Background: an optimization exercise with open tools, aiming at small area. Do not read the settings as production practice.
At most, simulation tests tie the RTL to the original design; equivalence was not proved.
The RTL of run 5 was laid out without a check of its function.
No driver is modelled on the clock port, so clocking that relies on it looks cheaper here than on a real chip.
Power figures rest on the tool's default switching activity, not on a simulated workload.

==> flow/design.v <==
module alarm_dueby #(
    parameter W = 16
) (
    input  wire [W-1:0] c,
    input  wire [W-1:0] target,
    output wire         due
);
    wire [W-1:0] cy;
    assign cy[0] = 1'b1;
    genvar i;
    generate
        for (i = 0; i < W - 1; i = i + 1) begin : g_chain
            assign cy[i+1] = (c[i] & ~target[i]) | (cy[i] & (c[i] | ~target[i]));
        end
    endgenerate
    assign due = ~(c[W-1] ^ ~target[W-1] ^ cy[W-1]);
endmodule
module alarm_timer (
    input  wire        clk,
    input  wire        rst,
    input  wire [23:0] tc,
    input  wire [2:0]  t_op,
    input  wire [23:0] t_arg,
    output wire        t_due
);
    reg  [23:0] tsched;
    wire op_set = (t_op == 3'd1);
    wire [23:0] base = op_set ? tc : tsched;
    wire [23:0] g = base & t_arg;
    wire [23:0] p = base ^ t_arg;
    wire [23:0] sum;
    wire [24:0] cy;
    assign cy[0] = 1'b0;
    genvar i;
    generate
        for (i = 0; i < 24; i = i + 2) begin : g_add
            assign cy[i+1] = g[i] | (p[i] & cy[i]);
            assign cy[i+2] = (g[i+1] | (p[i+1] & g[i])) | (p[i+1] & p[i] & cy[i]);
            assign sum[i]   = p[i] ^ cy[i];
            assign sum[i+1] = p[i+1] ^ cy[i+1];
        end
    endgenerate
    wire due;
    alarm_dueby #(.W(24)) u_cmp (.c(tc), .target(sum), .due(due));
    wire due_op = (t_op == 3'd3) | (t_op == 3'd4) | (t_op == 3'd5);
    assign t_due = due_op & due & ~rst;
    always @(posedge clk) begin
        if (rst)
            tsched <= 24'd0;
        else if (op_set || (t_op == 3'd5 && due))
            tsched <= sum;
        else if (t_op == 3'd2 || (t_op == 3'd4 && due))
            tsched <= tc;
    end
endmodule
module dmx_frame_decoder (
    input  wire        clk,
    input  wire        rst,
    input  wire        init,
    input  wire        in_valid,
    output wire        in_ready,
    input  wire [7:0]  in_data,
    input  wire [15:0] c,
    output reg         sink_cfg_valid,
    output wire [9:0]  sink_cfg_count,
    output reg         sink_wr_valid,
    output reg  [8:0]  sink_wr_index,
    output reg  [7:0]  sink_wr_data,
    output reg         ok_pulse,
    output reg         err_pulse,
    output wire [7:0]  err_tag,
    output reg         ok_indicator
);
    localparam [2:0] ST_START_M = 3'b100;
    localparam [2:0] ST_START_C = 3'b101;
    localparam [2:0] ST_START_0 = 3'b110;
    localparam [2:0] ST_CMD     = 3'b111;
    localparam [2:0] ST_LOW     = 3'b000;
    localparam [2:0] ST_HIGH    = 3'b001;
    localparam [2:0] ST_DATA    = 3'b010;
    reg [2:0]  state;
    reg [9:0]  active;
    reg        wfirst;
    wire [9:0] idx = {wfirst, sink_wr_index};
    wire [7:0] last_byte = sink_wr_data;
    reg [15:0] deadline;   
    wire rst_any = rst | init;
    assign in_ready = ~rst_any;
    wire accept = in_valid & ~rst_any;
    wire [7:0] ch = in_data;
    assign sink_cfg_count = active;
    assign err_tag = {~err_pulse, ~state[1] | state[0], state[1] & ~state[0],
                      state[1] & err_pulse, ~(state[1] | state[0]),
                      ~(state[1] | state[0] | ~err_pulse), state[0] & err_pulse,
                      ~state[1]};
    wire idle_due;
    alarm_dueby #(.W(16)) u_idle (.c(c), .target(deadline), .due(idle_due));
    wire [15:0] c_dl;
    wire [16:3] ic;
    assign c_dl[2:0] = c[2:0];
    assign ic[3] = 1'b0;
    genvar k;
    generate
        for (k = 3; k < 16; k = k + 1) begin : g_dl
            if (k == 3 || k == 6 || k == 7) begin : g_one
                assign c_dl[k] = ~(c[k] ^ ic[k]);
                assign ic[k+1] = c[k] | ic[k];
            end else begin : g_zero
                assign c_dl[k] = c[k] ^ ic[k];
                assign ic[k+1] = c[k] & ic[k];
            end
        end
    endgenerate
    wire is_start = state[2] & ~(state[1] & state[0]);
    wire m_start  = (ch == 8'h7E);
    wire resync   = ~is_start & m_start & idle_due;
    wire d_zero = (ch == 8'd0) & (last_byte == 8'd0);
    wire d_over = (ch[7:2] != 6'd0) | (ch[1] & (ch[0] | (last_byte != 8'd0)));
    wire [9:0] d = {ch[1:0], last_byte};
    wire [9:0] windex;
    wire [10:0] wc;
    assign wc[0] = 1'b1;
    generate
        for (k = 0; k < 10; k = k + 1) begin : g_inc
            assign windex[k] = idx[k] ^ wc[k];
            assign wc[k+1]   = idx[k] & wc[k];
        end
    endgenerate
    wire more = (windex != active);
    reg [2:0] n_state;
    reg       err, ok, wr, cfg, set_active, start_data;
    always @(*) begin
        n_state    = state;
        err        = 1'b0;
        ok         = 1'b0;
        wr         = 1'b0;
        cfg        = 1'b0;
        set_active = 1'b0;
        start_data = 1'b0;
        if (is_start | resync) begin
            if (m_start) begin
                n_state = ST_CMD;
                err     = resync;
            end else begin
                err     = 1'b1;
                n_state = ST_START_M;
            end
        end else begin
            case (state)
                ST_CMD: begin
                    if (ch == 8'h06) begin
                        n_state = ST_LOW;
                    end else begin
                        err     = 1'b1;
                        n_state = ST_START_M;
                    end
                end
                ST_LOW: n_state = ST_HIGH;
                ST_HIGH: begin
                    if (d_zero) begin
                        err     = 1'b1;
                        n_state = ST_START_0;
                    end else if (d_over) begin
                        err     = 1'b1;
                        n_state = ST_START_C;
                    end else begin
                        n_state    = ST_DATA;
                        start_data = 1'b1;
                        if (d != active) begin
                            set_active = 1'b1;
                            cfg        = 1'b1;
                        end
                    end
                end
                default: begin
                    if (more) begin
                        wr = 1'b1;
                    end else if (ch == 8'hE7) begin
                        ok      = 1'b1;
                        n_state = ST_START_M;
                    end else begin
                        err     = 1'b1;
                        n_state = ST_START_M;
                    end
                end
            endcase
        end
    end
    always @(posedge clk) begin
        if (accept)
            sink_wr_data <= ch;
        if (accept & start_data)
            {wfirst, sink_wr_index} <= 10'h3FF;
        else if (accept & wr)
            {wfirst, sink_wr_index} <= windex;
        if (rst_any | accept)
            deadline <= c_dl;
    end
    always @(posedge clk) begin
        if (rst_any) begin
            state          <= ST_START_M;
            active         <= 10'd0;
            ok_indicator   <= 1'b0;
            sink_cfg_valid <= 1'b1;
            sink_wr_valid  <= 1'b0;
            ok_pulse       <= 1'b0;
            err_pulse      <= 1'b0;
        end else if (accept) begin
            state          <= n_state;
            if (err)
                active <= 10'd0;
            else if (set_active)
                active <= d;
            if (err)
                ok_indicator <= 1'b0;
            else if (ok)
                ok_indicator <= 1'b1;
            sink_cfg_valid <= err | cfg;
            sink_wr_valid  <= wr;
            ok_pulse       <= ok;
            err_pulse      <= err;
        end else begin
            sink_cfg_valid <= 1'b0;
            sink_wr_valid  <= 1'b0;
            ok_pulse       <= 1'b0;
            err_pulse      <= 1'b0;
        end
    end
endmodule
module dmx_core (
    input  wire        clk,
    input  wire        rst,
    input  wire [31:0] now,
    input  wire        init,
    input  wire        in_valid,
    output wire        in_ready,
    input  wire [7:0]  in_data,
    output wire        sink_cfg_valid,
    output wire [9:0]  sink_cfg_count,
    output wire        sink_wr_valid,
    output wire [8:0]  sink_wr_index,
    output wire [7:0]  sink_wr_data,
    output wire        ok_pulse,
    output wire        err_pulse,
    output wire [7:0]  err_tag,
    output wire        ok_indicator,
    input  wire [2:0]  t_op,
    input  wire [23:0] t_arg,
    output wire        t_due
);
    dmx_frame_decoder u_dec (
        .clk            (clk),
        .rst            (rst),
        .init           (init),
        .in_valid       (in_valid),
        .in_ready       (in_ready),
        .in_data        (in_data),
        .c              (now[15:0]),
        .sink_cfg_valid (sink_cfg_valid),
        .sink_cfg_count (sink_cfg_count),
        .sink_wr_valid  (sink_wr_valid),
        .sink_wr_index  (sink_wr_index),
        .sink_wr_data   (sink_wr_data),
        .ok_pulse       (ok_pulse),
        .err_pulse      (err_pulse),
        .err_tag        (err_tag),
        .ok_indicator   (ok_indicator)
    );
    alarm_timer u_timer (
        .clk   (clk),
        .rst   (rst),
        .tc    (now[31:8]),
        .t_op  (t_op),
        .t_arg (t_arg),
        .t_due (t_due)
    );
endmodule
==> flow/flow/run.sh <==
#!/bin/bash
# The standard layout, with two changes:
#  - synthesis maps with ABC's area-oriented script flow/area.abc (the rest of
#    the standard flow's synthesis script is unchanged, so the registers are the same);
#  - port buffers are sky130_fd_sc_hd__buf_1 cells.
set -euo pipefail
HERE=$PWD
{
  echo "proc abc {args} {"
  echo "  set i [lsearch -exact \$args -script]"
  echo "  if {\$i >= 0} { lset args [expr {\$i + 1}] $HERE/flow/area.abc }"
  echo "  yosys abc {*}\$args"
  echo "}"
  cat synth_recipe.tcl
} > my_synth.tcl
sed "s#SYNTH_SCRIPT=[^ ]*#SYNTH_SCRIPT=$HERE/my_synth.tcl#" standard.sh > my_standard.sh
export BUFFER_PORTS_ARGS="-buffer_cell sky130_fd_sc_hd__buf_1"
if [[ -f flow/cts_args.txt ]]; then export CTS_ARGS="$(cat flow/cts_args.txt)"; fi
if [[ -f flow/post_cts.tcl ]]; then export POST_CTS_TCL="$HERE/flow/post_cts.tcl"; fi
bash my_standard.sh > flow.log 2>&1
==> flow/flow/area.abc <==
strash
&get -n
&st
&dch -f
&nf
&put
strash
&get -n
&st
&dch -f
&nf
&put
strash
&get -n
&st
&dch -f
&nf
&put
topo
stime -c
==> flow/flow/cts_args.txt <==
-sink_clustering_enable -repair_clock_nets -buf_list {sky130_fd_sc_hd__clkbuf_2} -dont_use_dummy_load
==> flow/flow/post_cts.tcl <==
set sizes {sky130_fd_sc_hd__clkbuf_2 sky130_fd_sc_hd__clkbuf_4 sky130_fd_sc_hd__clkbuf_8 sky130_fd_sc_hd__clkbuf_16}
set n_up 0
for {set iter 0} {$iter < 4} {incr iter} {
  estimate_parasitics -placement
  set up {}
  foreach inst [get_cells *] {
    set k [lsearch -exact $sizes [get_property $inst ref_name]]
    if {$k < 0 || $k == [llength $sizes] - 1} { continue }
    set out [get_pins -of_objects $inst -filter "direction == output"]
    set loads [get_pins -of_objects [get_nets -of_objects $out] -filter "direction == input"]
    set worst 0
    foreach l $loads {
      if {[get_property $l lib_pin_name] ne "CLK"} { continue }
      set s [get_property $l slew_max]
      if {$s > $worst} { set worst $s }
    }
    puts "post_cts: pass $iter [get_full_name $inst] [get_property $inst ref_name] [llength $loads] loads, worst slew $worst"
    if {$worst > 0.110} { lappend up [list $inst [lindex $sizes [expr {$k + 1}]]] }
  }
  if {[llength $up] == 0} { break }
  foreach u $up { replace_cell [lindex $u 0] [lindex $u 1]; incr n_up }
}
puts "post_cts: $n_up clock buffer resizes"
if {$n_up > 0} {
  detailed_placement
  check_placement -verbose
}
==> flow/standard.sh <==
#!/bin/bash
# synth_recipe.tcl (not shown) runs the flow's synth.tcl, then flattens the netlist and writes it again
# the make line also repeats each setting of config.mk as NAME=value (left out here)
make -C /OpenROAD-flow-scripts/flow DESIGN_CONFIG=/design/flow/config.mk WORK_HOME=/design/flow/orfs CLKGATE_MAP_FILE= SYNTH_SCRIPT=/design/flow/synth_recipe.tcl "${@:-finish}"
==> flow/config.mk <==
export PLATFORM = sky130hd
export DESIGN_NAME = dmx_core
export DESIGN_NICKNAME = dmx_core
export VERILOG_FILES = /design/flow/design.v
export SDC_FILE = /design/flow/constraint.sdc
export NUM_CORES = 4
export LEC_CHECK = 0
export CAP_MARGIN = 20
export CORE_MARGIN = 2
export CORE_UTILIZATION = 40
export GPL_TIMING_DRIVEN = 1
export PLACE_DENSITY = 0.65
export SETUP_SLACK_MARGIN = -0.3
export SLEW_MARGIN = 20
==> flow/constraint.sdc <==
create_clock -name core_clock -period 8.0 [get_ports {clk}]
set_input_delay 1.6000 -clock core_clock [delete_from_list [all_inputs] [get_ports {clk}]]
set_output_delay 1.6000 -clock core_clock [all_outputs]
set_load 0.01 [all_outputs]
==> impl_metrics.ini, run 1 <==
[routing]
drcViolationCount = 0
vias = 4354
ant_nets = 0
dr.pass1.iters = 4
wl_per_cell_um = 15.26
routed_via_density = 5.568
wl_um = 11930
initialDrtViolationCount = 260

[worst_hold_path]
worstHoldPathType = reg2reg

[synth]
avgSynthCellArea_sq_um = 9.835
ys_seq_area_share_pct = 36.26
async_flop_share_pct = 0
synth_top_area_cell = dfxtp_1
syn_nets = 617
yosysWarnings = 2
ys.flop_type = dfxtp_1
ys_types = 48
synth_seq_cells = 76
synth_top_area_share_pct = 21.43
synth_area_sq_um = 4858
synthCells = 494
synth.area.top_cells = dfxtp_1 21%, edfxtp_1 15%, ha_1 10%, xnor2_1 5.2%, fa_1 4.9%
synth_edf_count = 24

[setup_path]
cp.arrival_ps = 6200
cp-start-kind = input pin
cp_max_fo = 6
critPathCaptureType = output port
criticalPathCategory = in2out
crit_required_ps = 6400
critical_path_buf_inv_count = 4
critical_path.max_stage_delay_ps = 500
cp_slowest_cell = fa_1
ff2ff_setup_slack_ps = 2510
crit_family = compound AO/OA/AOI/OAI gates

[grt]
grt_max_degree = 30
track_usage_pct = 19.12
antenna_found_initial = 1
grt_pass1_vias = 4238
grt_pass1_wl_um = 20000
overflow = 0

[timing]
tns_ps = 0
worst_pin_slew_ps = 779.4
final_max_slew_viol_count = 0
finalCritPeriodShare_pct = 97.53
fin_ws_ps = 197.9
skew_ps = 29.93
finalHoldViolCount = 0
fmax_ghz = 0.1282
period_needed_ps = 7802
slew_headroom_pct = 47.56
setup-violations-final = 0
holdWs_ps = 455.8

[cts]
cts_tree = built
clk_latency_ps = 550
numClockSinks = 76
clkTransAtPathRegs_ps = 90

[placed_design]
hpwl_um = 9257
globalplace.congestion = 0.9167
place_ws_ps = -101.5
port_buffers = 112

[die]
core_region_area_sq_um = 11910
rows = 40
io_pins = 113
start_util_pct = 40.79
fp.dieH_um = 114.2
die_area_sq_um = 13040
die_x_um = 114.2

[outcome]
outcome = complete, no violations

[power]
power.internal_w = 0.0008148
power.switching_w = 0.0004986
finalPower_w = 0.001313
clkPwrFrac_pct = 15.4
power_leakage_nw = 2.304
p_per_area_nw_per_um2 = 228.9
seqPwrFrac_pct = 36.9
ir_drop_uv = 127.9
pwr-share-comb_pct = 47.6
p_sw_share_pct = 37.96

[layout]
nets = 759
layout-drive-gt1-share_pct = 5.363
synthToLayoutAreaGrowth_pct = 18.13

[flow_run]
maxCapViolations = 0
==> state kept, by name (all words and copies together) (netlist names) <==
name / flops
u_dec.sink_wr_index: 9
u_dec.sink_wr_valid: 1
u_dec.sink_cfg_valid: 1
u_dec.ok_pulse: 1
u_dec.active: 10
u_dec.state: 3
u_dec.deadline: 16
u_dec.wfirst: 1
u_dec.err_pulse: 1
u_timer.tsched: 24
u_dec.ok_indicator: 1
u_dec.sink_wr_data: 8
==> worst min-delay path, cell delays in order (launching register included) <==
cell and delay (ps):
dfxtp_1 310, clkinv_1 50, a211oi_1 50
==> metrics by stage <==
step           util, %  std cells  cell area, sq um
3_5_place_dp     47.12        771              5613
5_1_grt          48.18        782              5739
6_report         48.18        782              5739
2_1_floorplan        -        494              4861
3_3_place_gp     47.12        771              5613
==> synthesized netlist by cell type (7+ instances only) <==
library cell and count:
o22ai_1 13, nor3_1 8, nand3_1 21, nand2_1 33, ha_1 40, edfxtp_1 24
a22oi_1 8, dfxtp_1 52, o221a_1 8, a22o_1 15, fa_1 12, mux2_1 14
xor2_1 9, nor2_1 23, xnor2_1 29, o21ai_0 8, a2bb2oi_1 7, mux2i_1 10
nand2b_1 10, clkinv_1 37, a21oi_1 42
==> cell type report <==
| class | instances | area [sq um] |
|---|---|---|
| Inverter | 37 | 138.9 |
| Clock buffer | 9 | 96.34 |
| Sequential cell | 76 | 1762 |
| Antenna cell | 1 | 2.502 |
| Fill cell | 1163 | 6172 |
| Tap cell | 147 | 183.9 |
| Multi-Input combinational cell | 381 | 2993 |
| Timing Repair Buffer | 131 | 563.0 |
==> path summary, 6_finish.rpt <==
| kind | startpoint | endpoint | depth (start not counted) |
|---|---|---|---|
| setup / recovery | t_op[1] | t_due | 29 |
| hold / removal | u_timer.tsched[20] | u_timer.tsched[20] | 2 |
| setup reg to reg | u_timer.tsched[0] | u_timer.tsched[9] | 29 |
| hold reg to reg | u_timer.tsched[20] | u_timer.tsched[20] | 2 |
==> placed cells by master, fill, tap and decap left out, types with 5 or more instances in the layout <==
master and instances:
o22ai_1 13, a2bb2oi_1 7, o21ai_0 8, nand2_1 33
nand2b_1 10, clkinv_1 37, fa_1 12, a22oi_1 8
nor2b_1 5, xor2_1 9, nor4_1 5, buf_4 19
nor3_1 8, ha_1 40, a21oi_1 42, buf_1 112
nor2_1 23, mux2_1 14, mux2i_1 10, a211oi_1 5
a22o_1 15, edfxtp_1 24, o221a_1 8, nand3_1 20
dfxtp_1 52, o221ai_1 5, xnor2_1 29, clkbuf_8 5
==> power by group through the flow <==
stage / Clock (W) / Sequential [W] / Combinational [W]
floorplan: 0 / 0.000486 / 0.000442
global placement: 0 / 0.000491 / 0.000589
detailed placement: 0 / 0.000492 / 0.000610
global route: 0.000228 / 0.000492 / 0.000707
finish: 0.000203 / 0.000485 / 0.000626
==> per-layer routing <==
metal / vias to the layer above / GRT usage (%) / wire [um]
met5: - / 0 / 0
met2: 118 / 31.31 / 5575
met4: 0 / 7.642 / 240
met3: 17 / 3.282 / 565
met1: 2071 / 25.17 / 5550
li1: 2148 / - / -
==> cells by family after synthesis <==
group	after synthesis	synth area share, %
compound gates	138	20.04
simple gates	129	13.44
flops	76	36.26
fa+ha+maj	52	15.25
xor+xnor	38	6.850
buf+inv	37	2.859
mux	24	5.305
==> inputs of run 2 (changes only) <==
--- a/flow/config.mk
+++ b/flow/config.mk
@@ -9,6 +9,5 @@
 export CORE_MARGIN = 2
 export CORE_UTILIZATION = 40
 export GPL_TIMING_DRIVEN = 1
-export PLACE_DENSITY = 0.65
 export SETUP_SLACK_MARGIN = -0.3
 export SLEW_MARGIN = 20
==> impl_metrics.ini, run 2 <==
[layout]
layout_common_cells = 112 x buf_1, 52 x dfxtp_1, 41 x a21oi_1
largest_registers = u_timer.tsched x24, u_dec.deadline x16, u_dec.active x10
layout-drive-gt1-share_pct = 4.913
final_common_cell = buf_1
synthToLayoutAreaGrowth_pct = 17.69
n_antenna_cell = 0
nets = 756
largest_reg_flops = 24
largest_register = u_timer.tsched

[grt]
grt_max_degree = 30
grt_pass1_vias = 4256
antenna_found_initial = 0
grt_pass1_wl_um = 20240
track_usage_pct = 19.64
overflow = 0

[synth]
synth_top_family_by_area = compound AO/OA/AOI/OAI gates
async_flop_share_pct = 0
synth_compound_gate_area_share_pct = 20.04
ys_types = 48
yosysWarnings = 2
ys.flop_type = dfxtp_1
synth.area.top_cells = dfxtp_1 21%, edfxtp_1 15%, ha_1 10%, xnor2_1 5.2%, fa_1 4.9%
synthAdderAreaFrac_pct = 15.25
avgSynthCellArea_sq_um = 9.835
syn_nets = 617
synthMuxAreaShare_pct = 5.305
synth_edf_count = 24
synth_top_area_cell = dfxtp_1
synthCells = 494
synthXorXnorAreaFrac_pct = 6.850
synthMostInstantiatedCell = dfxtp_1
synth_top_area_share_pct = 21.43
ys_seq_area_share_pct = 36.26
synth_area_sq_um = 4858
synth_seq_cells = 76
synth_commonest_cells = 52 x dfxtp_1, 42 x a21oi_1, 40 x ha_1
synth_simple_gate_area_share_pct = 13.44

[power]
p_sw_share_pct = 37.84
p_per_area_nw_per_um2 = 229.8
power.switching_w = 0.0004972
seqPwrFrac_pct = 37.0
ir_drop_uv = 146.5
power.internal_w = 0.0008168
power_leakage_nw = 2.291
clkPwrFrac_pct = 15.8
pwr-share-comb_pct = 47.2

[setup_path]
critical_path_buf_inv_count = 4
crit_required_ps = 6400
reg2reg_depth = 30
critPathCaptureType = output port
critical_path.max_stage_delay_ps = 510
cp.depth = 29
cp.arrival_ps = 6220
cp-start-kind = input pin
crit_family = compound AO/OA/AOI/OAI gates
cp_max_fo = 6
criticalPathCategory = in2out
cp_slowest_cell = fa_1

[worst_hold_path]
min_path_cells = 2
worstHoldPathType = reg2reg

[die]
die_area_sq_um = 13040
start_util_pct = 40.79
io_pins = 113
die_x_um = 114.2
core_region_area_sq_um = 11910
fp.dieH_um = 114.2
rows = 40

[timing]
period_needed_ps = 7816
setup-violations-final = 0
fin_ws_ps = 184.3
finalCritPeriodShare_pct = 97.70
fmax_ghz = 0.1279
finalHoldViolCount = 0
holdWs_ps = 459.1
final_max_slew_viol_count = 0
skew_ps = 38.43
worst_pin_slew_ps = 714.1
tns_ps = 0
slew_headroom_pct = 51.96

[routing]
wl_um = 12120
routed_via_density = 5.464
dr.pass1.iters = 5
vias = 4251
ant_nets = 0
initialDrtViolationCount = 252
wl_per_cell_um = 15.58
drcViolationCount = 0

[cts]
clkTransAtPathRegs_ps = 100
numClockSinks = 76
cts_tree = built
clk_latency_ps = 580

[placed_design]
place_ws_ps = -116.5
globalplace.congestion = 0.8658
hpwl_um = 9349
port_buffers = 112

[flow_run]
maxCapViolations = 0

[outcome]
outcome = complete, no violations
## run 2: cells by family after synthesis
group / Yosys count
buffers and inverters: 37
xor gates and xnor gates: 38
AOI/OAI and AO/OA: 138
and+or+nand+nor: 129
muxes: 24
adders and majority gates: 52
DFF: 76
## run 2: final timing paths
| check | slack, ps | from | end |
|---|---|---|---|
| max | 180 | t_op[0] | t_due |
| min | 460 | u_timer.tsched[10] | u_timer.tsched[10] |
| max reg2reg | 2290 | u_timer.tsched[0] | u_timer.tsched[9] |
| min reg2reg | 460 | u_timer.tsched[10] | u_timer.tsched[10] |
## run 2: worst reg2reg max path, delay by kind of cell (launching register included)
kind                     cells  cell delay, ps
flip-flops                   1             330
XOR/XNOR                     1             300
AND/OR/NAND/NOR             12            1010
buffers and inverters        3             570
AO/OA/AOI/OAI               11            2350
adder cells (fa/ha/maj)      3             980
## run 2: routing by layer
metal,GRT usage (%),wire [um],vias to the layer above,part of all wire [%]
met2,31.59,5686,113,47
met4,7.154,190,0,1.6
li1,-,-,2138,-
met5,0,0,-,0
met3,4.659,569,15,4.7
met1,25.81,5671,1985,47
## run 2: cell type report
type                       count  area (sq um)
fill                        1185          6193
multi-input combinational    381          2990
sequential                    76          1762
timing repair buffer         128         540.5
tap                          147         183.9
inverter                      37         138.9
clock buffer                   9         102.6
## run 2: metrics by stage
stage	instance area [sq um]	power (W)	cells	utilization, %
6_report	5718	0.001314	778	48.00
5_1_grt	5718	0.001428	778	48.00
3_5_place_dp	5598	0.001106	769	47.00
3_3_place_gp	5598	0.001087	769	47.00
2_1_floorplan	4861	0.0009286	494	-
## run 2: power groups by stage
stage | clock [W] | sequential (W) | combinational [W]
after global routing | 0.000231 | 0.000493 | 0.000704
after global placement | 0 | 0.000492 | 0.000594
final | 0.000207 | 0.000486 | 0.000621
after floorplan | 0 | 0.000486 | 0.000442
after detailed placement | 0 | 0.000492 | 0.000614
==> inputs of run 3 (changes only) <==
--- a/flow/config.mk
+++ b/flow/config.mk
@@ -9,5 +9,6 @@
 export CORE_MARGIN = 2
 export CORE_UTILIZATION = 40
 export GPL_TIMING_DRIVEN = 1
+export PLACE_DENSITY = 0.75
 export SETUP_SLACK_MARGIN = -0.3
 export SLEW_MARGIN = 20
==> impl_metrics.ini, run 3 <==
[outcome]
outcome = complete, no violations

[placed_design]
globalplace.congestion = 0.9180
hpwl_um = 9292
place_ws_ps = 16.57
port_buffers = 112

[synth]
ys_seq_area_share_pct = 36.26
synth_seq_cells = 76
ys_types = 48
ys.flop_type = dfxtp_1
synth_area_sq_um = 4858
synth_top_area_cell = dfxtp_1
synthMostInstantiatedCell = dfxtp_1
async_flop_share_pct = 0
syn_nets = 617
avgSynthCellArea_sq_um = 9.835
synth_top_area_share_pct = 21.43
synth.area.top_cells = dfxtp_1 21%, edfxtp_1 15%, ha_1 10%, xnor2_1 5.2%, fa_1 4.9%
synth_edf_count = 24
synth_commonest_cells = 52 x dfxtp_1, 42 x a21oi_1, 40 x ha_1
yosysWarnings = 2
synthCells = 494

[layout]
final_common_cell = buf_1
nets = 755
final_util_pct = 47.75
largest_register = u_timer.tsched
layout_common_cells = 112 x buf_1, 52 x dfxtp_1, 42 x a21oi_1
largest_registers = u_timer.tsched x24, u_dec.deadline x16, u_dec.active x10
largest_reg_flops = 24
layout-drive-gt1-share_pct = 4.603
synthToLayoutAreaGrowth_pct = 17.07
n_antenna_cell = 0

[die]
start_util_pct = 40.79
core_region_area_sq_um = 11910
rows = 40
fp.dieH_um = 114.2
die_x_um = 114.2
io_pins = 113
die_area_sq_um = 13040

[routing]
drcViolationCount = 0
vias = 4334
ant_nets = 0
wl_per_cell_um = 15.62
wl_um = 12130
dr.pass1.iters = 4
routed_via_density = 5.578
initialDrtViolationCount = 250

[timing]
worst_pin_slew_ps = 785.9
finalHoldViolCount = 0
finalCritPeriodShare_pct = 97.64
period_needed_ps = 7812
final_max_slew_viol_count = 0
skew_ps = 30.30
tns_ps = 0
slew_headroom_pct = 47.60
fmax_ghz = 0.1280
setup-violations-final = 0
holdWs_ps = 452.5
fin_ws_ps = 188.4

[grt]
antenna_found_initial = 0
overflow = 0
grt_pass1_vias = 4260
grt_pass1_wl_um = 19720
grt_max_degree = 30
track_usage_pct = 18.85

[setup_path]
cp.arrival_ps = 6210
cp-start-kind = input pin
criticalPathCategory = in2out
rr_endpoint = u_timer.tsched[15]
crit_required_ps = 6400
regToRegStartpoint = u_timer.tsched[0]
reg2reg_depth = 29
critical_path.max_stage_delay_ps = 510
cp_slowest_cell = fa_1
cp_max_fo = 6
critPathCaptureType = output port
ff2ff_setup_slack_ps = 2280

[worst_hold_path]
hold_start = u_timer.tsched[10]
min_path_cells = 2
worstHoldPathType = reg2reg
hold_path_end = u_timer.tsched[10]

[flow_run]
maxCapViolations = 0

[cts]
cts_tree = built
clk_latency_ps = 550
numClockSinks = 76
clkTransAtPathRegs_ps = 100

[power]
power_leakage_nw = 2.276
p_per_area_nw_per_um2 = 228.1
ir_drop_uv = 164.5
-- run 3: critical path: cells and delay by family --
kind,cells,cell delay [ps]
compound gates,9,1620
fa+ha+maj,3,1100
buf+inv,4,450
simple gates,13,1420
-- run 3: power by group --
group          switching, W  internal [W]  total, W
combinational      0.000337      0.000282  0.000619
clock              0.000129     0.0000646  0.000194
sequential        0.0000308      0.000454  0.000485
total              0.000497      0.000801   0.00130
-- run 3: how the worst max path moves through the flow --
stage	startpoint	to	slack (ps)
2_1_floorplan	t_op[0]	t_due	-230
3_3_place_gp	t_op[0]	t_due	120
3_5_place_dp	t_op[1]	t_due	20
5_1_grt	t_op[1]	t_due	-320
6_report	t_op[1]	t_due	190
-- run 3: layer usage --
metal,vias up,track usage (%),routed length [um]
met5,-,0,0
met4,0,7.561,270
met1,2024,23.74,5370
met2,139,30.95,5779
li1,2146,-,-
met3,25,4.817,713
-- run 3: final cells by class --
| type | instances | area [sq um] |
|---|---|---|
| multi-input cells | 381 | 2987 |
| fillers | 1153 | 6223 |
| flip-flops and latches | 76 | 1762 |
| clock buffers | 9 | 83.83 |
| inverters | 37 | 138.9 |
| repair buffers | 127 | 533.0 |
| well taps | 147 | 183.9 |
-- run 3: per-stage QoR --
stage / total power [W] / std cells / instance area (sq um)
after floorplan: 0.0009286 / 494 / 4861
after global placement: 0.001076 / 768 / 5590
after detailed placement: 0.001102 / 768 / 5590
after global routing: 0.001397 / 777 / 5688
final: 0.001297 / 777 / 5688
-- run 3: logic make-up after synthesis --
group,Yosys count,share of synthesized area (%)
flops,76,36.26
buf+inv,37,2.859
mux,24,5.305
compound gates,138,20.04
fa+ha+maj,52,15.25
simple gates,129,13.44
xor+xnor,38,6.850
==> inputs of run 4 (changes only) <==
--- a/flow/config.mk
+++ b/flow/config.mk
@@ -7,7 +7,7 @@
 export LEC_CHECK = 0
 export CAP_MARGIN = 20
 export CORE_MARGIN = 2
-export CORE_UTILIZATION = 40
+export CORE_UTILIZATION = 55
 export GPL_TIMING_DRIVEN = 1
 export PLACE_DENSITY = 0.75
 export SETUP_SLACK_MARGIN = -0.3
==> impl_metrics.ini, run 4 <==
[grt]
track_usage_pct = 24.68
grt_pass1_vias = 4130
grt_pass1_wl_um = 19500
grt_max_degree = 30
overflow = 0
antenna_found_initial = 0

[routing]
routed.top_layer = met4
met3WireLength_um = 574
initialDrtViolationCount = 227
wl_per_cell_um = 15.90
route.met2.wl_um = 5590
dr.pass1.iters = 5
drcViolationCount = 0
routed_via_density = 5.897
vias = 4358
ant_nets = 0
wl_um = 11750
drt-met1-wl_um = 5384

[synth]
synth_area_sq_um = 4858
synthMostInstantiatedCell = dfxtp_1
async_flop_share_pct = 0
ys.flop_type = dfxtp_1
synth.area.top_cells = dfxtp_1 21%, edfxtp_1 15%, ha_1 10%, xnor2_1 5.2%, fa_1 4.9%
synthCells = 494
ys_types = 48
ys_seq_area_share_pct = 36.26
avgSynthCellArea_sq_um = 9.835
synth_top_area_cell = dfxtp_1
synth_edf_count = 24
yosysWarnings = 2
synthAdderAreaFrac_pct = 15.25
synth_seq_cells = 76
synthXorXnorAreaFrac_pct = 6.850
synth_simple_gate_area_share_pct = 13.44
syn_nets = 617
synth_compound_gate_area_share_pct = 20.04
synth_commonest_cells = 52 x dfxtp_1, 42 x a21oi_1, 40 x ha_1
synthMuxAreaShare_pct = 5.305
synth_top_area_share_pct = 21.43
synth_top_family_by_area = compound AO/OA/AOI/OAI gates

[placed_design]
placed_area_sq_um = 5549
hpwl_um = 8884
port_buffers = 112
globalplace.congestion = 0.8662

[die]
io_pins = 113
die_x_um = 97.99
rows = 34
start_util_pct = 56.26
fp.dieH_um = 97.99
core_region_area_sq_um = 8636
die_area_sq_um = 9601

[timing]
setup-violations-final = 0
fmax_ghz = 0.1269
worst_pin_slew_ps = 762.3
slew_headroom_pct = 49.18
period_needed_ps = 7883
skew_ps = 25.78
finalHoldViolCount = 0
finalCritPeriodShare_pct = 98.54
final_max_slew_viol_count = 0

[cts]
numClockSinks = 76
cts_tree = built
clkTransAtPathRegs_ps = 110
clk_latency_ps = 500

[setup_path]
cp_max_fo = 6
regToRegStartpoint = u_timer.tsched[0]
cp-start-kind = input pin
rr_endpoint = u_timer.tsched[21]
crit_required_ps = 6400
crit_family = compound AO/OA/AOI/OAI gates
critPathCaptureType = output port
criticalPathCategory = in2out
reg2reg_depth = 29
cp.depth = 29
ff2ff_setup_slack_ps = 2230
critPathLaunch = t_op[1]
cp-endpoint = t_due
critical_path.max_stage_delay_ps = 510
cp.arrival_ps = 6280
critical_path_buf_inv_count = 4
cp_slowest_cell = fa_1

[layout]
largest_registers = u_timer.tsched x24, u_dec.deadline x16, u_dec.active x10
layout-drive-gt1-share_pct = 4.596
final_area_sq_um = 5639
nets = 756
n_antenna_cell = 0
synthToLayoutAreaGrowth_pct = 16.07
final_util_pct = 65.30
largest_register = u_timer.tsched
largest_reg_flops = 24
layout_common_cells = 112 x buf_1, 52 x dfxtp_1, 42 x a21oi_1
final_common_cell = buf_1

[power]
p_per_area_nw_per_um2 = 228.7
power_leakage_nw = 2.279
ir_drop_uv = 177.1

[flow_run]
maxCapViolations = 0

[outcome]
outcome = complete, no violations

[worst_hold_path]
worstHoldPathType = reg2reg
## run 4: cell counts after synthesis
Identical to the previous run, type by type.
## run 4: power breakdown
group | leakage (nW) | switching [W] | total [W] | internal [W]
registers | 0.665 | 0.0000304 | 0.000485 | 0.000454
clock network | 0.0461 | 0.000122 | 0.000182 | 0.0000596
logic | 1.57 | 0.000341 | 0.000623 | 0.000283
## run 4: logic make-up after synthesis
family / count (synthesis)
AND/OR/NAND/NOR: 129
flip-flops: 76
buffers and inverters: 37
multiplexers: 24
adder cells (fa/ha/maj): 52
XOR/XNOR: 38
AO/OA/AOI/OAI: 138
## run 4: layer usage
layer | global-route usage (%) | up-vias
met5 | 0 | -
met4 | 7.799 | 0
met3 | 3.150 | 18
met2 | 40.62 | 131
met1 | 33.97 | 2074
li1 | - | 2135
## run 4: cell type report
class | instances | area, sq um
clock buffer | 9 | 77.57
fill | 735 | 2997
inverter | 37 | 138.9
multi-input combinational | 381 | 2982
sequential | 76 | 1762
tap | 108 | 135.1
timing repair buffer | 128 | 544.3
## run 4: stage by stage
stage               cells  setup WS, ps  TNS [ps]  hold WS (ps)   power, W
floorplan             494        -232.5     -1783         416.6  0.0009286
global placement      730         113.0         0         435.4   0.001082
detailed placement    730        -69.65    -69.65         444.6   0.001106
global route          739        -279.7    -279.7         481.9   0.001382
finish                739         116.7         0         456.2   0.001290
## run 4: worst min-delay path by stage
stage,from,endpoint,slack [ps],cells after the start
finish,u_timer.tsched[10],u_timer.tsched[10],460,2
global route,u_timer.tsched[1],u_timer.tsched[1],480,2
global placement,u_timer.tsched[20],u_timer.tsched[20],440,2
detailed placement,u_timer.tsched[10],u_timer.tsched[10],440,2
floorplan,u_timer.tsched[10],u_timer.tsched[10],420,2
## run 4: tightest hold or removal path: stages, from the launching register on
cell and delay (ps):
dfxtp_1 320, clkinv_1 40, a211oi_1 50
==> inputs of run 5 (changes only) <==
--- a/flow/design.v
+++ b/flow/design.v
@@ -77,11 +77,11 @@
     localparam [2:0] ST_CMD     = 3'b111;
     localparam [2:0] ST_LOW     = 3'b000;
     localparam [2:0] ST_HIGH    = 3'b001;
-    localparam [2:0] ST_DATA    = 3'b010;
+    localparam [2:0] ST_DATA0   = 3'b010;
+    localparam [2:0] ST_DATAN   = 3'b011;
     reg [2:0]  state;
     reg [9:0]  active;
-    reg        wfirst;
-    wire [9:0] idx = {wfirst, sink_wr_index};
+    wire [9:0] idx = {1'b0, sink_wr_index};
     wire [7:0] last_byte = sink_wr_data;
     reg [15:0] deadline;   
     wire rst_any = rst | init;
@@ -126,7 +126,7 @@
             assign wc[k+1]   = idx[k] & wc[k];
         end
     endgenerate
-    wire more = (windex != active);
+    wire more = ~state[0] | (windex != active);
     reg [2:0] n_state;
     reg       err, ok, wr, cfg, set_active, start_data;
     always @(*) begin
@@ -164,7 +164,7 @@
                         err     = 1'b1;
                         n_state = ST_START_C;
                     end else begin
-                        n_state    = ST_DATA;
+                        n_state    = ST_DATA0;
                         start_data = 1'b1;
                         if (d != active) begin
                             set_active = 1'b1;
@@ -174,7 +174,8 @@
                 end
                 default: begin
                     if (more) begin
-                        wr = 1'b1;
+                        wr      = 1'b1;
+                        n_state = ST_DATAN;
                     end else if (ch == 8'hE7) begin
                         ok      = 1'b1;
                         n_state = ST_START_M;
@@ -189,10 +190,8 @@
     always @(posedge clk) begin
         if (accept)
             sink_wr_data <= ch;
-        if (accept & start_data)
-            {wfirst, sink_wr_index} <= 10'h3FF;
-        else if (accept & wr)
-            {wfirst, sink_wr_index} <= windex;
+        if (accept & wr)
+            sink_wr_index <= state[0] ? windex[8:0] : 9'd0;
         if (rst_any | accept)
             deadline <= c_dl;
     end
==> flow/flow/cts_args.txt (replaced) <==
-sink_clustering_enable -repair_clock_nets -buf_list {sky130_fd_sc_hd__clkbuf_4} -dont_use_dummy_load
--- a/flow/config.mk
+++ b/flow/config.mk
@@ -7,8 +7,6 @@
 export LEC_CHECK = 0
 export CAP_MARGIN = 20
 export CORE_MARGIN = 2
-export CORE_UTILIZATION = 55
+export CORE_UTILIZATION = 40
 export GPL_TIMING_DRIVEN = 1
-export PLACE_DENSITY = 0.75
-export SETUP_SLACK_MARGIN = -0.3
 export SLEW_MARGIN = 20
==> impl_metrics.ini, run 5 <==
[outcome]
outcome = complete, no violations

[synth]
synthMostInstantiatedCell = clkinv_1
synth.area.top_cells = edfxtp_1 20%, dfxtp_1 17%, ha_1 10%, fa_1 4.9%, a21oi_1 4.8%
synth_edf_count = 33
yosysWarnings = 2
ys_seq_area_share_pct = 37.59
synth_area_sq_um = 4873
synth_commonest_cells = 48 x clkinv_1, 47 x a21oi_1, 42 x dfxtp_1
avgSynthCellArea_sq_um = 9.845
synth_top_area_cell = edfxtp_1
synthCells = 495
ys_types = 47
synth_top_area_share_pct = 20.33
ys.flop_type = dfxtp_1
async_flop_share_pct = 0
syn_nets = 618
synth_seq_cells = 75

[cts]
clk_latency_ps = 440
clkTransAtPathRegs_ps = 70
numClockSinks = 75
cts_tree = built

[power]
power_leakage_nw = 2.293
p_sw_share_pct = 37.50
clkPwrFrac_pct = 14.4
ir_drop_uv = 116.9
power.internal_w = 0.0008402
seqPwrFrac_pct = 35.4
pwr-share-comb_pct = 50.2
p_per_area_nw_per_um2 = 227.6
finalPower_w = 0.001344
power.switching_w = 0.0005041

[setup_path]
critPathCaptureType = output port
cp.arrival_ps = 6130
cp.depth = 23
criticalPathCategory = in2out
crit_family = compound AO/OA/AOI/OAI gates
regToRegStartpoint = u_timer.tsched[0]
critical_path.max_stage_delay_ps = 520
critical_path_buf_inv_count = 3
crit_required_ps = 6400
path_cells = buf_1, nor2b_4, and2_4, mux2_2, ha_1, a21o_1, a21oi_2, o21ai_2, buf_4, fa_1, nand2_1, o221ai_1, a221o_1, a21oi_2, o221ai_2, a21oi_2, o221ai_2, a21oi_2, o221ai_2, a221o_1, a21o_1, and4_1, clkbuf_2
cpMostUsedCell = a21oi_2
cp_max_fo = 5
critPathLaunch = t_op[0]
reg2reg_depth = 24
cp-start-kind = input pin
ff2ff_setup_slack_ps = 2660
rr_endpoint = u_timer.tsched[19]
cp_slowest_cell = fa_1
cp-endpoint = t_due

[timing]
finalHoldViolCount = 0
setup-violations-final = 0
skew_ps = 30.45
rsz0062_at_grt = false
holdWs_ps = 440.7
tns_ps = 0
fmax_ghz = 0.1294
final_max_slew_viol_count = 0
slew_headroom_pct = 59.79
period_needed_ps = 7730
worst_pin_slew_ps = 603.2
finalCritPeriodShare_pct = 96.62
fin_ws_ps = 270.2

[die]
die_area_sq_um = 13080
fp.dieH_um = 114.4
rows = 40
die_x_um = 114.4
io_pins = 113
core_region_area_sq_um = 11960
start_util_pct = 40.74

[layout]
layout_common_cells = 111 x buf_1, 47 x clkinv_1, 42 x a21oi_1, 42 x dfxtp_1, 39 x ha_1
largest_registers = u_timer.tsched x24, u_dec.deadline x16, u_dec.active x10
fill_cells = 1151
seq_area_sq_um = 1832
final_cells = 794
multi_input_area_sq_um = 2972
nets = 771
largest_register = u_timer.tsched
final_common_cell = buf_1
synthToLayoutAreaGrowth_pct = 21.21
largest_reg_flops = 24
layout-drive-gt1-share_pct = 9.752

[routing]
wl_um = 12580
ant_nets = 0
drcViolationCount = 0
dr.pass1.iters = 4
initialDrtViolationCount = 180
vias = 4388
wl_per_cell_um = 15.84
routed_via_density = 5.526

[grt]
antenna_found_initial = 1
grt_pass1_vias = 4343
overflow = 0
grt_pass1_wl_um = 20240
track_usage_pct = 19.76
grt_max_degree = 23

[placed_design]
port_buffers = 112
globalplace.congestion = 0.8893
hpwl_um = 9627
place_ws_ps = -46.33
placedCellCount = 783

[worst_hold_path]
worstHoldPathType = reg2reg

[flow_run]
maxCapViolations = 0
[run 5: cell count changes in the layout (fill, tap and decap cells not counted), moves of 7 or more]
cell,before,now
clkinv_1,37,47
and2_0,4,11
mux2i_1,10,1
xnor2_1,29,20
dfxtp_1,52,42
nand2_1,33,25
edfxtp_1,24,33
buf_4,15,29
[run 5: final cells by class]
cell class	count	share of cell area, %
Antenna cell	1	0.04236
Clock buffer	9	1.462
Inverter	48	3.050
Multi-Input combinational cell	372	50.31
Sequential cell	75	31.01
Tap cell	147	3.114
Timing Repair Buffer	142	11.01
[run 5: worst min-delay path: cells and delay by family (launching register included)]
family	cells	cell delay (ps)
compound gates	1	50
buf+inv	1	40
flops	1	300
[run 5: power groups by stage]
stage                     combinational (W)  clock (W)  sequential (W)
after floorplan                    0.000417          0        0.000478
after global placement             0.000604          0        0.000482
after detailed placement           0.000618          0        0.000484
after global routing               0.000751   0.000219        0.000481
final                              0.000675   0.000194        0.000475
[run 5: kinds of logic after synthesis]
kind of cell / after synthesis / share of synthesized area, %
AOI/OAI and AO/OA: 149 / 21.75
xor gates and xnor gates: 30 / 5.391
adders and majority gates: 53 / 15.40
buffers and inverters: 48 / 3.697
DFF: 75 / 37.59
muxes: 10 / 2.285
and+or+nand+nor: 130 / 13.89
[run 5: metrics by stage]
stage	utilization [%]	area (sq um)
final	49.38	5907
after global routing	49.38	5907
after detailed placement	47.73	5709
after floorplan	-	4881
after global placement	47.73	5709
[run 5: worst min path at each step]
stage	start	endpoint	slack [ps]	cells past startpoint
6_report	u_timer.tsched[16]	u_timer.tsched[16]	440	2
5_1_grt	u_timer.tsched[16]	u_timer.tsched[16]	460	2
3_5_place_dp	u_timer.tsched[10]	u_timer.tsched[10]	430	2
3_3_place_gp	u_timer.tsched[10]	u_timer.tsched[10]	430	2
2_1_floorplan	u_timer.tsched[0]	u_timer.tsched[0]	420	2
[run 5: per-layer routing]
layer	up-vias	global-route usage, %	part of all wire (%)
li1	2160	-	-
met2	120	31.72	47
met5	-	0	0
met4	0	9.512	2.2
met3	16	3.335	4.0
met1	2092	25.90	47
==> inputs of run 6 (changes only) <==
--- a/flow/design.v
+++ b/flow/design.v
@@ -77,11 +77,11 @@
     localparam [2:0] ST_CMD     = 3'b111;
     localparam [2:0] ST_LOW     = 3'b000;
     localparam [2:0] ST_HIGH    = 3'b001;
-    localparam [2:0] ST_DATA0   = 3'b010;
-    localparam [2:0] ST_DATAN   = 3'b011;
+    localparam [2:0] ST_DATA    = 3'b010;
     reg [2:0]  state;
     reg [9:0]  active;
-    wire [9:0] idx = {1'b0, sink_wr_index};
+    reg        wfirst;
+    wire [9:0] idx = {wfirst, sink_wr_index};
     wire [7:0] last_byte = sink_wr_data;
     reg [15:0] deadline;   
     wire rst_any = rst | init;
@@ -126,7 +126,7 @@
             assign wc[k+1]   = idx[k] & wc[k];
         end
     endgenerate
-    wire more = ~state[0] | (windex != active);
+    wire more = (windex != active);
     reg [2:0] n_state;
     reg       err, ok, wr, cfg, set_active, start_data;
     always @(*) begin
@@ -164,7 +164,7 @@
                         err     = 1'b1;
                         n_state = ST_START_C;
                     end else begin
-                        n_state    = ST_DATA0;
+                        n_state    = ST_DATA;
                         start_data = 1'b1;
                         if (d != active) begin
                             set_active = 1'b1;
@@ -174,8 +174,7 @@
                 end
                 default: begin
                     if (more) begin
-                        wr      = 1'b1;
-                        n_state = ST_DATAN;
+                        wr = 1'b1;
                     end else if (ch == 8'hE7) begin
                         ok      = 1'b1;
                         n_state = ST_START_M;
@@ -190,8 +189,10 @@
     always @(posedge clk) begin
         if (accept)
             sink_wr_data <= ch;
-        if (accept & wr)
-            sink_wr_index <= state[0] ? windex[8:0] : 9'd0;
+        if (accept & start_data)
+            {wfirst, sink_wr_index} <= 10'h3FF;
+        else if (accept & wr)
+            {wfirst, sink_wr_index} <= windex;
         if (rst_any | accept)
             deadline <= c_dl;
     end
==> flow/flow/run.sh (replaced) <==
#!/bin/bash
# The standard layout (standard.sh), with these changes:
#  - synthesis: the standard flow's script unchanged except that ABC maps with
#    flow/area.abc (delay-oriented mapping with area recovery, three rounds)
#    instead of ORFS's speed script; ABC does not touch the registers, so
#    they are the standard synthesis's;
#  - port buffers are sky130_fd_sc_hd__buf_1 cells (still one per port);
set -euo pipefail
HERE=$PWD
{
  echo "proc abc {args} {"
  echo "  set i [lsearch -exact \$args -script]"
  echo "  if {\$i >= 0} { lset args [expr {\$i + 1}] $HERE/flow/area.abc }"
  echo "  yosys abc {*}\$args"
  echo "}"
  cat synth_recipe.tcl
} > my_synth.tcl
sed "s#SYNTH_SCRIPT=[^ ]*#SYNTH_SCRIPT=$HERE/my_synth.tcl#" standard.sh > my_standard.sh
export BUFFER_PORTS_ARGS="-buffer_cell sky130_fd_sc_hd__buf_1"
export CTS_ARGS="$(cat flow/cts_args.txt)"
export POST_CTS_TCL="$HERE/flow/post_cts.tcl"
bash my_standard.sh > flow.log 2>&1
==> flow/flow/cts_args.txt (replaced) <==
-sink_clustering_enable -repair_clock_nets -buf_list {sky130_fd_sc_hd__clkbuf_2} -dont_use_dummy_load
==> impl_metrics.ini, run 6 <==
[setup_path]
cp-start-kind = input pin
critical_path_buf_inv_count = 4
cp.arrival_ps = 6070
cp_slowest_cell = fa_1
criticalPathCategory = in2out
crit_required_ps = 6400
cp_max_fo = 6
regToRegStartpoint = u_timer.tsched[0]
ff2ff_setup_slack_ps = 2470
crit_family = compound AO/OA/AOI/OAI gates
critPathCaptureType = output port
critPathLaunch = t_op[0]
critical_path.max_stage_delay_ps = 520
cp.depth = 29
reg2reg_depth = 29

[worst_hold_path]
hold_start = u_timer.tsched[10]
worstHoldPathType = reg2reg
min_path_cells = 2

[grt]
grt_pass1_wl_um = 20150
track_usage_pct = 19.41
antenna_found_initial = 0
grt_pass1_vias = 4192
overflow = 0
grt_max_degree = 30

[timing]
slew_headroom_pct = 51.03
final_max_slew_viol_count = 0
finalHoldViolCount = 0
worst_pin_slew_ps = 734.5
setup-violations-final = 0
period_needed_ps = 7668
skew_ps = 28.59
finalCritPeriodShare_pct = 95.86
tns_ps = 0
fmax_ghz = 0.1304

[placed_design]
port_buffers = 112
globalplace.congestion = 0.8797
hpwl_um = 9364
placedCellCount = 771

[synth]
async_flop_share_pct = 0
synth_area_sq_um = 4858
synthMostInstantiatedCell = dfxtp_1
synth_seq_cells = 76
syn_nets = 617
synth_commonest_cells = 52 x dfxtp_1, 42 x a21oi_1, 40 x ha_1
synth_edf_count = 24
ys_types = 48
synth.area.top_cells = dfxtp_1 21%, edfxtp_1 15%, ha_1 10%, xnor2_1 5.2%, fa_1 4.9%
ys_seq_area_share_pct = 36.26
ys.flop_type = dfxtp_1
avgSynthCellArea_sq_um = 9.835
synth_top_area_cell = dfxtp_1
synth_top_area_share_pct = 21.43
yosysWarnings = 2
synthCells = 494

[flow_run]
maxCapViolations = 0

[die]
rows = 40
fp.dieH_um = 114.2
die_x_um = 114.2
die_area_sq_um = 13040
core_region_area_sq_um = 11910
start_util_pct = 40.79
io_pins = 113

[cts]
cts_tree = built
clkTransAtPathRegs_ps = 80
numClockSinks = 76
clk_latency_ps = 570

[layout]
n_antenna_cell = 0
layout_common_cells = 110 x buf_1, 52 x dfxtp_1, 41 x a21oi_1
final_common_cell = buf_1
synthToLayoutAreaGrowth_pct = 18.49
nets = 758
largest_registers = u_timer.tsched x24, u_dec.deadline x16, u_dec.active x10
largest_register = u_timer.tsched
fill_cells = 1171
largest_reg_flops = 24
final_cells = 780
layout-drive-gt1-share_pct = 6.003

[power]
ir_drop_uv = 141.9
p_per_area_nw_per_um2 = 231.5
finalPower_w = 0.001333
power_leakage_nw = 2.320

[routing]
ant_nets = 0
drcViolationCount = 0
wl_um = 12200
wl_per_cell_um = 15.64
initialDrtViolationCount = 214
vias = 4328
dr.pass1.iters = 4
routed_via_density = 5.549

[outcome]
outcome = complete, no violations
## run 6: cell families (layout without fill, tap and decap cells)
group / after synthesis / after routing / synth area share (%)
AOI/OAI and AO/OA: 138 / 138 / 20.04
xor gates and xnor gates: 38 / 38 / 6.850
adders and majority gates: 52 / 52 / 15.25
buffers and inverters: 37 / 176 / 2.859
DFF: 76 / 76 / 36.26
muxes: 24 / 24 / 5.305
and+or+nand+nor: 129 / 129 / 13.44
## run 6: path summary, 6_finish.rpt
path,to
setup reg to reg,u_timer.tsched[17]
hold reg to reg,u_timer.tsched[10]
hold / removal,u_timer.tsched[10]
setup / recovery,t_due
## run 6: cell type report
class	instances	area, sq um	area share, %
Multi-Input combinational cell	381	3014	52.36
Sequential cell	76	1762	30.60
Timing Repair Buffer	130	561.8	9.759
Tap cell	147	183.9	3.195
Inverter	37	138.9	2.413
Clock buffer	9	96.34	1.674
## run 6: per-layer routing
| layer | routed length, um | up-vias | track usage [%] |
|---|---|---|---|
| met5 | 0 | - | 0 |
| met4 | 187 | 0 | 7.236 |
| met3 | 538 | 12 | 3.229 |
| met2 | 5741 | 114 | 30.83 |
| met1 | 5728 | 2061 | 26.61 |
| li1 | - | 2141 | - |
## run 6: tightest hold or removal path: stages, from the launching register on
cell and delay (ps):
dfxtp_1 300, clkinv_1 50, a211oi_1 60
## run 6: report_power, final
part | switching (W) | internal [W] | leakage, nW
combinational | 0.000347 | 0.000296 | 1.60
sequential | 0.0000307 | 0.000454 | 0.665
clock | 0.000130 | 0.0000750 | 0.0539
total | 0.000507 | 0.000825 | 2.32
## run 6: stage by stage
stage / util, % / setup WS, ps / cell area [sq um] / hold WS (ps)
6_report: 48.33 / 331.5 / 5757 / 460.2
5_1_grt: 48.33 / -13.16 / 5757 / 485.1
2_1_floorplan: - / 99.27 / 4866 / 416.6
3_5_place_dp: 47.16 / -56.19 / 5618 / 453.0
3_3_place_gp: 47.16 / 66.65 / 5618 / 437.3
==> inputs of run 7 (changes only) <==
--- a/flow/flow/run.sh
+++ b/flow/flow/run.sh
@@ -1,7 +1,7 @@
 #!/bin/bash
 # The standard layout (standard.sh), with these changes:
 #  - synthesis: the standard flow's script unchanged except that ABC maps with
-#    flow/area.abc (delay-oriented mapping with area recovery, three rounds)
+#    flow/area.abc (three rounds of delay-oriented mapping with area recovery)
 #    instead of ORFS's speed script; ABC does not touch the registers, so
 #    they are the standard synthesis's;
 #  - port buffers are sky130_fd_sc_hd__buf_1 cells (still one per port);
==> flow/flow/area.abc (replaced) <==
strash
&get -n
&st
&dch -f
&nf -p
&put
strash
&get -n
&st
&dch -f
&nf -p
&put
strash
&get -n
&st
&dch -f
&nf -p
&put
topo
stime -c
--- a/flow/config.mk
+++ b/flow/config.mk
@@ -9,4 +9,6 @@
 export CORE_MARGIN = 2
 export CORE_UTILIZATION = 40
 export GPL_TIMING_DRIVEN = 1
+export PLACE_DENSITY = 0.75
+export SETUP_SLACK_MARGIN = -0.3
 export SLEW_MARGIN = 20
==> impl_metrics.ini, run 7 <==
[synth]
ys_types = 47
synth_top_family_by_area = compound AO/OA/AOI/OAI gates
synth_top_area_cell = dfxtp_1
synthAdderAreaFrac_pct = 15.23
avgSynthCellArea_sq_um = 9.867
synthCells = 493
synth.area.top_cells = dfxtp_1 21%, edfxtp_1 15%, ha_1 10%, fa_1 4.9%, mux2_1 4.6%
synth_simple_gate_area_share_pct = 13.99
synthMostInstantiatedCell = dfxtp_1
ys_seq_area_share_pct = 36.21
synth_compound_gate_area_share_pct = 18.13
synth_edf_count = 24
yosysWarnings = 2
ys.flop_type = dfxtp_1
synthMuxAreaShare_pct = 6.893
syn_nets = 616
synth_commonest_cells = 52 x dfxtp_1, 40 x ha_1, 37 x a21oi_1
async_flop_share_pct = 0
synth_seq_cells = 76
synth_area_sq_um = 4865
synthXorXnorAreaFrac_pct = 6.842
synth_top_area_share_pct = 21.40

[setup_path]
cp-endpoint = t_due
cp.arrival_ps = 6190
rr_endpoint = u_timer.tsched[13]
critical_path.max_stage_delay_ps = 520
reg2reg_depth = 29
criticalPathCategory = in2out
cp-start-kind = input pin
regToRegStartpoint = u_timer.tsched[0]
cp_max_fo = 7
ff2ff_setup_slack_ps = 2500
critPathLaunch = t_op[1]
critPathCaptureType = output port
cpMostUsedCell = nand3_1
crit_required_ps = 6400
cp_slowest_cell = fa_1

[cts]
cts_tree = built
numClockSinks = 76
clkTransAtPathRegs_ps = 70
clk_latency_ps = 540

[routing]
initialDrtViolationCount = 250
drcViolationCount = 0
dr.pass1.iters = 4
ant_nets = 0
routed_via_density = 5.604
vias = 4360
wl_um = 12030
wl_per_cell_um = 15.46

[layout]
largest_register = u_timer.tsched
n_antenna_cell = 0
multi_input_area_sq_um = 2999
final_area_sq_um = 5720
largest_registers = u_timer.tsched x24, u_dec.deadline x16, u_dec.active x10
seq_area_sq_um = 1762
final_common_cell = buf_1
layout_common_cells = 112 x buf_1, 52 x dfxtp_1, 40 x ha_1
nets = 756
largest_reg_flops = 24
synthToLayoutAreaGrowth_pct = 17.59
layout-drive-gt1-share_pct = 4.913
fill_cells = 1134

[grt]
track_usage_pct = 18.71
overflow = 0
grt_max_degree = 25
grt_pass1_wl_um = 19530
grt_pass1_vias = 4295
antenna_found_initial = 0

[worst_hold_path]
worstHoldPathType = reg2reg

[timing]
period_needed_ps = 7787
slew_headroom_pct = 33.96
finalHoldViolCount = 0
tns_ps = 0
holdWs_ps = 469.5
setup-violations-final = 0
finalCritPeriodShare_pct = 97.33
skew_ps = 34.39
fmax_ghz = 0.1284
final_max_slew_viol_count = 0
worst_pin_slew_ps = 990.6

[die]
die_x_um = 114.3
start_util_pct = 40.67
die_area_sq_um = 13060
fp.dieH_um = 114.3
io_pins = 113
rows = 40
core_region_area_sq_um = 11960

[placed_design]
placed_area_sq_um = 5612
port_buffers = 112
hpwl_um = 9397
globalplace.congestion = 0.9244

[power]
ir_drop_uv = 145.9
p_per_area_nw_per_um2 = 232.5
power_leakage_nw = 2.346

[outcome]
outcome = complete, no violations

[flow_run]
maxCapViolations = 0
[run 7: changes by cell type in the layout (fill, tap and decap cells not counted), sizes merged, moves of 4 or more]
cell and change:
nor3 +16, o221a -4, xor2 +7, nor2 -6
nor2b +4, a21oi -5, xnor2 -7, mux2 +6
[run 7: cells by family (layout without fill, tap and decap cells)]
| kind of cell | Yosys count | after routing |
|---|---|---|
| AO/OA/AOI/OAI | 127 | 127 |
| XOR/XNOR | 38 | 38 |
| adder cells (fa/ha/maj) | 52 | 52 |
| buffers and inverters | 35 | 173 |
| flip-flops | 76 | 76 |
| multiplexers | 31 | 31 |
| AND/OR/NAND/NOR | 134 | 134 |
[run 7: per-stage QoR]
stage          std cells  total power [W]  worst slack, ps  util (%)
2_1_floorplan        493        0.0009456           -218.5         -
3_3_place_gp         769         0.001102            12.54     46.91
3_5_place_dp         769         0.001127           -106.4     46.91
5_1_grt              778         0.001444           -277.0     47.82
6_report             778         0.001330            213.2     47.82
[run 7: worst min path at each step]
stage                            start                  to  slack [ps]  depth (start not counted)
global route        u_timer.tsched[12]  u_timer.tsched[12]         490                          2
finish              u_timer.tsched[12]  u_timer.tsched[12]         470                          2
floorplan           u_timer.tsched[12]  u_timer.tsched[12]         430                          2
global placement    u_timer.tsched[16]  u_timer.tsched[16]         450                          2
detailed placement   u_timer.tsched[7]   u_timer.tsched[7]         460                          2
[run 7: worst max-delay path: cells and delay by family]
| kind | cells | cell delay, ps |
|---|---|---|
| buf+inv | 4 | 470 |
| simple gates | 14 | 1400 |
| fa+ha+maj | 3 | 1100 |
| compound gates | 9 | 1620 |
[run 7: area by class of cell]
type / instances / share of cell area [%]
timing repair buffer: 129 / 9.580
multi-input combinational: 382 / 52.43
clock buffer: 9 / 1.684
tap: 147 / 3.215
sequential: 76 / 30.80
inverter: 35 / 2.297
[run 7: metal layers]
| layer | up-vias | track usage [%] | share of wire [%] |
|---|---|---|---|
| li1 | 2133 | - | - |
| met1 | 2044 | 22.70 | 44 |
| met2 | 144 | 31.47 | 47 |
| met3 | 39 | 4.023 | 5.6 |
| met4 | 0 | 9.268 | 2.9 |
| met5 | - | 0 | 0 |
[run 7: power breakdown]
part           switching, W  total (W)  internal (W)
Combinational      0.000345   0.000642      0.000297
Clock              0.000127   0.000202     0.0000751
Sequential        0.0000315   0.000486      0.000454
Total              0.000503    0.00133      0.000827
==> inputs of run 8 (changes only) <==
==> flow/flow/area.abc (replaced) <==
strash
&get -n
&st
&dch -f
&nf
&put
strash
&get -n
&st
&dch -f
&nf
&put
strash
&get -n
&st
&dch -f
&nf
&put
strash
&get -n
&st
&dch -f
&nf
&put
topo
stime -c
==> impl_metrics.ini, run 8 <==
[cts]
clk_latency_ps = 550
numClockSinks = 76
cts_tree = built
clkTransAtPathRegs_ps = 100

[synth]
synth_top_area_cell = dfxtp_1
yosysWarnings = 2
synthCells = 502
synth.area.top_cells = dfxtp_1 21%, edfxtp_1 15%, ha_1 10%, fa_1 5.0%, a21oi_1 4.4%
ys.flop_type = dfxtp_1
synth_commonest_cells = 52 x dfxtp_1, 43 x a21oi_1, 40 x ha_1
syn_nets = 625
synth_area_sq_um = 4847
ys_types = 43
synth_seq_cells = 76
synth_top_area_share_pct = 21.48
synthMostInstantiatedCell = dfxtp_1
avgSynthCellArea_sq_um = 9.656
ys_seq_area_share_pct = 36.34
async_flop_share_pct = 0
synth_edf_count = 24

[die]
io_pins = 113
start_util_pct = 40.69
fp.dieH_um = 114.1
core_region_area_sq_um = 11910
rows = 40
die_x_um = 114.1
die_area_sq_um = 13010

[layout]
final_common_cell = buf_1
fill_cells = 1171
largest_register = u_timer.tsched
n_antenna_cell = 0
nets = 765
layout_common_cells = 112 x buf_1, 52 x dfxtp_1, 42 x a21oi_1
layout-drive-gt1-share_pct = 5.156
synthToLayoutAreaGrowth_pct = 17.81
largest_reg_flops = 24
final_area_sq_um = 5710
largest_registers = u_timer.tsched x24, u_dec.deadline x16, u_dec.active x10
final_cells = 787

[setup_path]
cp.arrival_ps = 6260
rr_endpoint = u_timer.tsched[6]
cp-start-kind = input pin
reg2reg_depth = 29
critPathCaptureType = output port
critical_path_buf_inv_count = 3
criticalPathCategory = in2out
crit_family = compound AO/OA/AOI/OAI gates
crit_required_ps = 6400
regToRegStartpoint = u_timer.tsched[0]
ff2ff_setup_slack_ps = 2540
critical_path.max_stage_delay_ps = 400
cp_slowest_cell = fa_1
path_cells = buf_1, nor2b_2, nor2b_4, mux2_1, ha_1, fa_1, a21o_1, a21oi_2, o21ai_1, buf_4, fa_1, xnor2_1, a2bb2oi_1, a221oi_1, o221ai_1, a21oi_1, o221ai_1, a21oi_1, o221ai_1, a21oi_1, o221ai_2, a21o_1, and3_1, buf_1
cp_max_fo = 4

[routing]
vias = 4411
dr.pass1.iters = 5
routed_via_density = 5.605
drcViolationCount = 0
initialDrtViolationCount = 248
wl_per_cell_um = 15.90
wl_um = 12520
ant_nets = 0

[placed_design]
placed_area_sq_um = 5598
port_buffers = 112
globalplace.congestion = 0.9168
placedCellCount = 778
hpwl_um = 9344
place_ws_ps = -75.88

[power]
power.internal_w = 0.0008054
p_sw_share_pct = 37.89
clkPwrFrac_pct = 15.6
seqPwrFrac_pct = 37.0
p_per_area_nw_per_um2 = 227.1
power.switching_w = 0.0004913
pwr-share-comb_pct = 47.3
finalPower_w = 0.001297
power_leakage_nw = 2.328
ir_drop_uv = 155.6

[worst_hold_path]
min_path_cells = 2
hold_path_end = u_timer.tsched[14]
worstHoldPathType = reg2reg
hold_start = u_timer.tsched[14]

[timing]
skew_ps = 33.59
fmax_ghz = 0.1272
period_needed_ps = 7863
final_max_slew_viol_count = 0
fin_ws_ps = 136.9
setup-violations-final = 0
tns_ps = 0
worst_pin_slew_ps = 746.6
finalCritPeriodShare_pct = 98.29
finalHoldViolCount = 0
slew_headroom_pct = 49.96

[grt]
overflow = 0
track_usage_pct = 19.42
grt_pass1_wl_um = 20060
antenna_found_initial = 0
grt_pass1_vias = 4284
grt_max_degree = 28

[flow_run]
maxCapViolations = 0

[outcome]
outcome = complete, no violations
## run 8: worst max path at each step
stage / endpoint / slack [ps] / start / depth (start not counted)
3_5_place_dp: t_due / -80 / t_op[1] / 29
2_1_floorplan: t_due / -120 / t_op[0] / 27
3_3_place_gp: t_due / 20 / t_op[0] / 29
6_report: t_due / 140 / t_op[1] / 24
5_1_grt: t_due / -280 / t_op[0] / 30
## run 8: metrics by stage
step           hold slack (ps)  utilization, %
6_report                 456.2           47.94
5_1_grt                  471.8           47.94
3_5_place_dp             443.0           47.00
3_3_place_gp             437.7           46.95
2_1_floorplan            416.6               -
## run 8: layout make-up
class                           instances  area (sq um)  area share [%]
Multi-Input combinational cell        389          2982           52.21
Timing Repair Buffer                  129         548.0           9.597
Clock buffer                            9         96.34           1.687
Inverter                               37         138.9           2.432
Sequential cell                        76          1762           30.85
Tap cell                              147         183.9           3.221
## run 8: power by group through the flow
stage | Sequential, W | Combinational [W] | Clock (W)
detailed placement | 0.000486 | 0.000597 | 0
floorplan | 0.000481 | 0.000431 | 0
global route | 0.000485 | 0.000680 | 0.000224
global placement | 0.000485 | 0.000573 | 0
finish | 0.000480 | 0.000614 | 0.000203
## run 8: logic make-up (layout without fill, tap and decap cells)
logic type / count (synthesis) / in the layout / synth area share (%)
buffers and inverters: 37 / 175 / 2.865
adders and majority gates: 52 / 52 / 15.28
AOI/OAI and AO/OA: 129 / 129 / 18.69
and+or+nand+nor: 149 / 149 / 15.26
xor gates and xnor gates: 37 / 37 / 6.686
DFF: 76 / 76 / 36.34
muxes: 22 / 22 / 4.879
## run 8: worst reg2reg max path: cells and delay by family, from the launching register on
kind,cells,cell delay [ps]
AOI/OAI and AO/OA,8,1670
and+or+nand+nor,12,1120
adders and majority gates,3,1000
xor gates and xnor gates,3,610
buffers and inverters,2,400
DFF,1,320
muxes,1,280
## run 8: per-layer routing
metal	share of wire [%]	routed length, um	up-vias	track usage [%]
met2	48	5977	177	32.94
met1	44	5504	2052	24.26
met5	0	0	-	0
met3	5.8	727	24	3.176
met4	2.5	308	0	8.943
li1	-	-	2158	-

[static timing again, ports no longer ideal]
Ports are ideal in the flow. The routed layouts listed here were re-timed in OpenROAD.
Step 1 sets driving cells, clkbuf_16 on the clock port and buf_2 on the other inputs (assumed; they add their load-dependent delay and slew).
Step 2 moves the port delays by t, midway between the first and last clock arrival at a register: inputs arrive t later, outputs are due t later. That takes back most of the time a late clock gives input paths.
Three values: ideal ports, drivers, drivers and shift; two values: the first two.
run | shift t [ns] | slack for setup (ns) | worst slew at a driven data input, ns
run 1 | 0.564 | 0.198 / 0.178 / 0.178 | 0.05
run 2 | 0.594 | 0.184 / 0.162 / 0.162 | 0.05
run 3 | 0.567 | 0.188 / 0.169 / 0.169 | 0.07
run 4 | 0.520 | 0.117 / 0.097 / 0.097 | 0.05
run 5 | 0.459 | 0.270 / 0.245 / 0.245 | 0.06
run 6 | 0.593 | 0.332 / 0.309 / 0.309 | 0.05
run 7 | 0.559 | 0.213 / 0.194 / 0.194 | 0.06
run 8 | 0.566 | 0.137 / 0.117 / 0.117 | 0.05
After both steps setup and hold are still met in every run listed. The setup slack of run 5, which loses most, moves by -0.025 ns with the drivers and by -0.025 ns with both steps.
